Source: an optimization exercise on an open RTL-to-GDS flow (aim: a short achievable clock period and few clock cycles). Production flows keep margins and buffers that such runs may drop. Only simulation tests tie the RTL to the original design; equivalence was not proved. Power and IR drop assume default switching activity.

==> inputs of run a <==
// adc_seq
module adc_seq (
    input  wire        clk,
    input  wire        rst,
    input  wire        cmd_valid,
    input  wire [31:0] cmd_word,
    input  wire [31:0] cmd_addr,
    input  wire [31:0] cmd_a,
    input  wire [31:0] cmd_b,
    output wire        ready,
    output wire        rsp_valid,
    output wire [1:0]  rsp_kind,
    output wire [31:0] rsp_data,
    input  wire        rsp_take,
    output wire        busy,
    output wire        fault,
    output wire [2:0]  fault_cause,
    output wire [31:0] fault_info,
    output wire [15:0] pin_oe,
    output wire [15:0] pin_out,
    output wire        conv_start,
    output wire [4:0]  conv_ch,
    output wire        conv_trusted,
    input  wire        conv_done,
    input  wire [11:0] conv_data
);
    localparam [31:0] A_CLK0  = 32'h1000_0000;
    localparam [31:0] A_CLK1  = 32'h1000_0004;
    localparam [31:0] A_MODER = 32'h2000_0000;
    localparam [31:0] A_ODR   = 32'h2000_0014;
    localparam [31:0] A_SR    = 32'h3000_0000;
    localparam [31:0] A_CR    = 32'h3000_0008;
    localparam [31:0] A_SQR   = 32'h3000_0034;
    localparam [31:0] A_DR    = 32'h3000_004C;
    localparam [1:0] R_OK = 2'b01, R_DATA = 2'b10;
    reg        rdy, rspv, flt, bsy;   
    reg        slow;                  
    reg        w_init;                
    reg [3:0]  icnt;
    reg        w_conv;                
    reg        w_ok;                  
    reg [1:0]  rsp_k;
    reg [31:0] rsp_d;
    reg [2:0]  fcause;
    reg [31:0] finfo;
    reg        cst;
    reg [4:0]  cch;
    reg        ctr;
    reg [15:0] oe_r, out_r;           
    reg [31:0] clk0, clk1, moder, odr, cr, sqr;
    reg [11:0] dr;
    reg        eoc, settled, conv_busy;
    reg [31:0] p_word, p_addr, p_a, p_b;
    reg        s_rd, s_w, s_mod, s_pi, s_ps, s_ai, s_ar0;   
    reg [7:0]  q_is;                  
    reg        q_mis;                 
    reg        q_d1, q_d5;            
  ...
Settings: LEC_CHECK=0, ABC_CLOCK_PERIOD_IN_PS=300, CAP_MARGIN=20, CORE_MARGIN=2, CORE_UTILIZATION=45, SETUP_SLACK_MARGIN=4.5, SLEW_MARGIN=20, SYNTH_HIERARCHICAL=1; clock period 6.0 ns.
run.sh (not shown) runs the stock make flow with config.mk's settings and CLKGATE_MAP_FILE= SYNTH_SCRIPT=/design/flow/synth_recipe.tcl, a recipe that flattens the netlist after the stock synthesis.
==> run b: changes against run a <==
--- a/flow/design.v
+++ b/flow/design.v
@@ -32,16 +32,18 @@
     input  wire [31:0] a,            
     input  wire [31:0] da, db,       
     input  wire [31:0] clk0, moder, odr,
     input  wire        out_on,
     input  wire        rdy,
     input  wire        st_ps,        
     input  wire        st_ar,        
     input  wire [15:0] oe,
+    input  wire        conv_done,
+    input  wire        wc_rdy,       
     input  wire        rdy_o, rspv_or, bsy_or, wconv_or, rspk0_or, cst_or, cbusy_or, eoc_or,
     input  wire [15:0] oe_or, outr_or,
     output wire        rdy_d, rspv_d, bsy_d, slow_d, wconv_d, rspk0_d, cst_d, cbusy_d, eoc_d,
     output wire        fw_d, fps_d,      
     output wire [15:0] oe_d, outr_d
 );
     wire z0, z1, z2, z3, z4, z5, z6, z5p;
     adc_seq_g_nor4 g_z0 (.a(w[31]), .b(w[30]), .c(w[29]), .d(w[28]), .y(z0));
@@ -89,17 +91,19 @@
     adc_seq_g_nor2 g_m1  (.a(p1_n), .b(p4_n), .y(m1));
     adc_seq_g_nor2 g_m2  (.a(c1_n), .b(c2_n), .y(m2));
     adc_seq_g_nor3 g_k2  (.a(acc_n), .b(r_any_n), .c(rst), .y(k2));
     wire accr, naccr;
     adc_seq_g_nor2 g_accr  (.a(acc_n), .b(rst), .y(accr));
     adc_seq_g_or2  g_naccr (.a(acc_n), .b(rst), .y(naccr));
     adc_seq_g_a21o  g_rdy  (.a1(acc_n), .a2(rdy_o), .b1(rst), .y(rdy_d));
     wire t_rspv, t_rk0, v_bsy;
-    adc_seq_g_or2   g_trv  (.a(f_ps), .b(rspv_or), .y(t_rspv));
+    wire cdw;
+    adc_seq_g_and3b g_cdw  (.an(rst), .b(conv_done), .c(wc_rdy), .y(cdw));
+    adc_seq_g_or3   g_trv  (.a(f_ps), .b(rspv_or), .c(cdw), .y(t_rspv));
     adc_seq_g_a31o  g_rspv (.a1(m1), .a2(m2), .a3(k2), .b1(t_rspv), .y(rspv_d));
     adc_seq_g_or2   g_trk  (.a(f_ps), .b(rspk0_or), .y(t_rk0));
     adc_seq_g_a31o  g_rk0  (.a1(m1), .a2(m2), .a3(k2), .b1(t_rk0), .y(rspk0_d));
     adc_seq_g_a311oi g_vbsy (.a1(m1), .a2(m2), .a3(k2), .b1(f_ps), .c1(naccr), .y(v_bsy));
     adc_seq_g_or2   g_bsy  (.a(v_bsy), .b(bsy_or), .y(bsy_d));
     adc_seq_g_and3  g_fwd  (.a(m1), .b(m2), .c(k2), .y(fw_d));
     assign fps_d = f_ps;
     adc_seq_g_and2b g_slow (.an(f_ar), .b(v_bsy), .y(slow_d));
@@ -156,20 +160,39 @@
     genvar n;
     generate
         for (n = 0; n < 16; n = n + 1) begin : g_pin
             assign outr_d[n] = e_od   ? (oe[n] & wod[n]) :
                                hit[n] ? (oe[n] & w8r) : (outr_or[n] & ~rst);
         end
     endgenerate
 endmodule
+module adc_seq_pinsel (
+    input  wire        sel_c0, sel_mo, sel_pi, sel_ai, sel_od, sel_ps, upd,
+    input  wire [15:0] oe_c0, oe_mo, oe_pi, oe_ai, oe_k,
+    input  wire [15:0] odr_w, odr_ps, odr_k,
+    input  wire [15:0] oe_cur, out_cur,
+    output wire [15:0] oe_o, outr_o
+);
+    wire oe_none  = ~(sel_c0 | sel_mo | sel_pi | sel_ai);
+    wire odr_none = ~(sel_od | sel_ps);
+    wire [15:0] oe_n  = ({16{sel_c0}} & oe_c0) | ({16{sel_mo}} & oe_mo) |
+                        ({16{sel_pi}} & oe_pi) | ({16{sel_ai}} & oe_ai) |
+                        ({16{oe_none}} & oe_k);
+    wire [15:0] odr_n = ({16{sel_od}} & odr_w) | ({16{sel_ps}} & odr_ps) |
+                        ({16{odr_none}} & odr_k);
+    assign oe_o   = upd ? oe_n : oe_cur;
+    assign outr_o = upd ? (oe_n & odr_n) : out_cur;
+endmodule
 module adc_seq_g_inv   (input wire a, output wire y); assign y = ~a; endmodule
 module adc_seq_g_and2  (input wire a, b, output wire y); assign y = a & b; endmodule
 module adc_seq_g_and2b (input wire an, b, output wire y); assign y = ~an & b; endmodule
 module adc_seq_g_and3  (input wire a, b, c, output wire y); assign y = a & b & c; endmodule
+module adc_seq_g_and3b (input wire an, b, c, output wire y); assign y = ~an & b & c; endmodule
+module adc_seq_g_or3   (input wire a, b, c, output wire y); assign y = a | b | c; endmodule
 module adc_seq_g_and4  (input wire a, b, c, d, output wire y); assign y = a & b & c & d; endmodule
 module adc_seq_g_and4b (input wire an, b, c, d, output wire y); assign y = ~an & b & c & d; endmodule
 module adc_seq_g_and4bb (input wire an, bn, c, d, output wire y); assign y = ~an & ~bn & c & d; endmodule
 module adc_seq_g_and3bb (input wire an, bn, c, output wire y); assign y = ~an & ~bn & c; endmodule
 module adc_seq_g_a21oi (input wire a1, a2, b1, output wire y); assign y = ~((a1 & a2) | b1); endmodule
 module adc_seq_g_a211oi (input wire a1, a2, b1, c1, output wire y); assign y = ~((a1 & a2) | b1 | c1); endmodule
 module adc_seq_g_a31o  (input wire a1, a2, a3, b1, output wire y); assign y = (a1 & a2 & a3) | b1; endmodule
 module adc_seq_g_a311oi (input wire a1, a2, a3, b1, c1, output wire y); assign y = ~((a1 & a2 & a3) | b1 | c1); endmodule
@@ -367,20 +390,21 @@
                          s_ar0 ? A_CR :
                          s_ai  ? A_SQR : p_word;
     wire init_end = w_init & (icnt == 4'd0);
     wire conv_end = w_conv & done;
     wire take     = rspv & rsp_take;
     wire end_ev   = init_end | conv_end | w_ok;
     wire rd_clr   = slow & (s_rs[7] | s_imm);         
     wire rdy_o    = rdy | take;
-    wire rspv_o   = slow ? (ok_s & ~busy_s) : end_ev ? 1'b1 : take ? 1'b0 : rspv;
+    wire rspv_o   = slow ? (ok_s & ~busy_s) : (init_end | w_ok) ? 1'b1 : take ? 1'b0 : rspv;
+    wire wc_rdy   = w_conv & conv_busy & ~cst;    
     wire bsy_o    = slow ? (ok_s & busy_s) : end_ev ? 1'b0 : bsy;
     wire wconv_o  = slow ? (ok_ar & cr[0]) : end_ev ? 1'b0 : w_conv;
-    wire rspk0_o  = slow ? kind_s[0] : end_ev ? ~conv_end : take ? 1'b0 : rsp_k[0];
+    wire rspk0_o  = slow ? kind_s[0] : (init_end | w_ok) ? 1'b1 : take ? 1'b0 : rsp_k[0];
     wire cbusy_o  = s_start | (conv_busy & ~done);
     wire eoc_o    = s_start ? 1'b0 : conv_end ? 1'b0 : done ? 1'b1 : rd_clr ? 1'b0 : eoc;
     reg [31:0] clk0_n, clk1_n, moder_n, odr_n, cr_n, sqr_n;
     always @(*) begin
         clk0_n = clk0;
         if (we_clk0)            clk0_n = wd_clk0;
         else if (g_pi | g_ai0)  clk0_n[0] = 1'b1;
         clk1_n = clk1;
@@ -397,24 +421,30 @@
         if (we_sqr)             sqr_n = wd_sqr;
         else if (g_ai)          sqr_n[4:0] = 5'd4;
         cr_n = cr;
         if (we_cr)              cr_n = {wd_cr[31], 1'b0, wd_cr[29:0]};
         else if (g_ai)          cr_n[0] = 1'b1;
     end
     wire rdy_d, rspv_d, bsy_d, slow_d, wconv_d, rspk0_d, cst_d, cbusy_d, eoc_d;
     wire pin_upd = slow | q_fw | q_fps;
-    wire [15:0] oe_sel  = (commit & s_ws[0]) ? q_oe_c0 :
-                          (commit & s_ws[2]) ? q_oe_mo :
-                          (slow & s_pi)      ? q_oe_pi :
-                          (slow & s_ai)      ? q_oe_ai : q_oe;
-    wire [15:0] odr_sel = (commit & s_ws[3]) ? q_odr_w :
-                          q_fps              ? q_odrps : q_odr16;
-    wire [15:0] oe_o    = pin_upd ? oe_sel : oe_r;
-    wire [15:0] outr_o  = pin_upd ? (oe_sel & odr_sel) : out_r;
+    wire [15:0] oe_o, outr_o;
+    adc_seq_pinsel u_pinsel (
+        .sel_c0 (commit & s_w & q_is[0]),
+        .sel_mo (commit & s_w & q_is[2] & out_on),
+        .sel_pi (slow & s_pi),
+        .sel_ai (slow & s_ai),
+        .sel_od (commit & s_w & q_is[3] & out_on),
+        .sel_ps (q_fps),
+        .upd    (pin_upd),
+        .oe_c0 (q_oe_c0), .oe_mo (q_oe_mo), .oe_pi (q_oe_pi), .oe_ai (q_oe_ai), .oe_k (q_oe),
+        .odr_w (q_odr_w), .odr_ps (q_odrps), .odr_k (q_odr16),
+        .oe_cur (oe_r), .out_cur (out_r),
+        .oe_o (oe_o), .outr_o (outr_o)
+    );
     wire q_fw_d, q_fps_d;
     wire [15:0] oe_d, outr_d;
     adc_seq_fast u_fast (
         .rst       (rst),
         .cmd_valid (cmd_valid),
         .w         (cmd_word),
         .a         (cmd_addr),
         .da        (cmd_a),
@@ -424,16 +454,18 @@
         .odr       (odr),
         .out_on    (out_on),
         .rdy       (rdy),
         .st_ps     (rdy & out_on),
         .st_ar     (rdy & adc_on & ~conv_busy & cr[0]),
         .oe        (oe_r),
         .rdy_o     (rdy_o),
         .rspv_or   (~rst & rspv_o),
+        .conv_done (conv_done),
+        .wc_rdy    (wc_rdy),
         .bsy_or    (~rst & bsy_o),
         .wconv_or  (~rst & wconv_o),
         .rspk0_or  (~rst & rspk0_o),
         .cst_or    (~rst & s_start),
         .cbusy_or  (~rst & cbusy_o),
         .eoc_or    (~rst & eoc_o),
         .oe_or     (oe_o),
         .outr_or   (outr_o),
- CORE_UTILIZATION: 45 -> 70
==> run c: changes against run a <==
==> flow/flow/run.sh (new file) <==
#!/bin/bash
# The standard layout, with the port buffers that ORFS inserts before global
# placement made as sky130_fd_sc_hd__buf_4 rather than the library's smallest
# buffer (a delay cell), which repair_timing then leaves on the input paths.
set -euo pipefail
bash standard.sh finish "BUFFER_PORTS_ARGS=-buffer_cell sky130_fd_sc_hd__buf_4" > make_finish.log 2>&1
==> flow/standard.sh (new file) <==
#!/bin/bash
# synth_recipe.tcl (not shown) runs the flow's synth.tcl, then flattens the netlist and writes it again
# the make line also repeats each setting of config.mk as NAME=value (left out here)
make -C /OpenROAD-flow-scripts/flow DESIGN_CONFIG=/design/flow/config.mk WORK_HOME=/design/flow/orfs CLKGATE_MAP_FILE= SYNTH_SCRIPT=/design/flow/synth_recipe.tcl "${@:-finish}"
removed: flow/run.sh
==> summary of the runs <==
Run b aborted during clock tree synthesis on DPL-0038. Run a finished with timing, DRC and antenna clean. Run c produced a clean layout. Against run a, the final cell count of run c is smaller by 1.1%. Between run a and run c, the lower combinational power is in run c (gap 7.1%, measured against run c). Between run c and run a, the lower sequential share of layout area is in run a (gap 0.88 points). Between run a and run c, the lower critical path depth is in run c (gap 7). Utilization: run c is lower than run a (2.2 points).
==> figures <==
|  | run c | run b | run a |
|---|---|---|---|
| Fillers | 3,307 | - | 3,224 |
| Seq Cell Count | 601 | - | 601 |
| Clock slew at the register clock pins of the worst setup and hold paths | 0.07 ns | - | 0.06 ns |
| Total gr overflow | 0 | - | 0 |
| Post-synthesis share of cell area spent on full adders, half adders and majority gates | 0.106% | 0.105% | 0.106% |
| FF-to-FF End | rsp_d[4] | - | rsp_d[9] |
| Multi-input logic area | 0.0150 sq mm | - | 0.0158 sq mm |
| First-pass detailed-route iteration total | 10 | - | 9 |
| Fraction of layout instances using a drive strength above 1 | 54.4% | - | 55.1% |
| Final count of hold timing violations | 0 | - | 0 |
| R2R setup slack | 3.76 ns | - | 3.63 ns |
| Outcome | complete, no violations | stopped before the end | complete, no violations |
| Stage where the flow stopped | - | clock tree synthesis | - |
Testbench counts of run a, summed over its fixed seeds: cycles 14,043.
Testbench counts of run b, summed over its fixed seeds: cycles 14,043.
Testbench counts of run c, summed over its fixed seeds: cycles 14,043.

-- port drivers added, routing unchanged --
The results above use ideal ports. As a check the final layouts listed here were re-extracted and re-timed, cells and wires unchanged. Step 1, drivers: a clkbuf_16 drives clk and a buf_2 each remaining input, both assumed. Step 2 moves the port delays by t, midway between the first and last clock arrival at a register: inputs arrive t later, outputs are due t later. That takes back most of the time a late clock gives input paths. Slacks: ideal ports / drivers / drivers and shift; pairs: ideal ports / drivers.
run	t, ns	setup WS [ns]	worst hold slack (ns)
run a	0.718	3.625 / 3.584 / 3.201	0.393 / 0.393 / 0.393
run c	0.733	3.633 / 3.568 / 3.095	0.400 / 0.400 / 0.400
After both steps every run listed still meets setup and hold. For run c, which loses most, drivers alone change the setup slack by -0.065 ns; drivers and shift together by -0.538 ns.
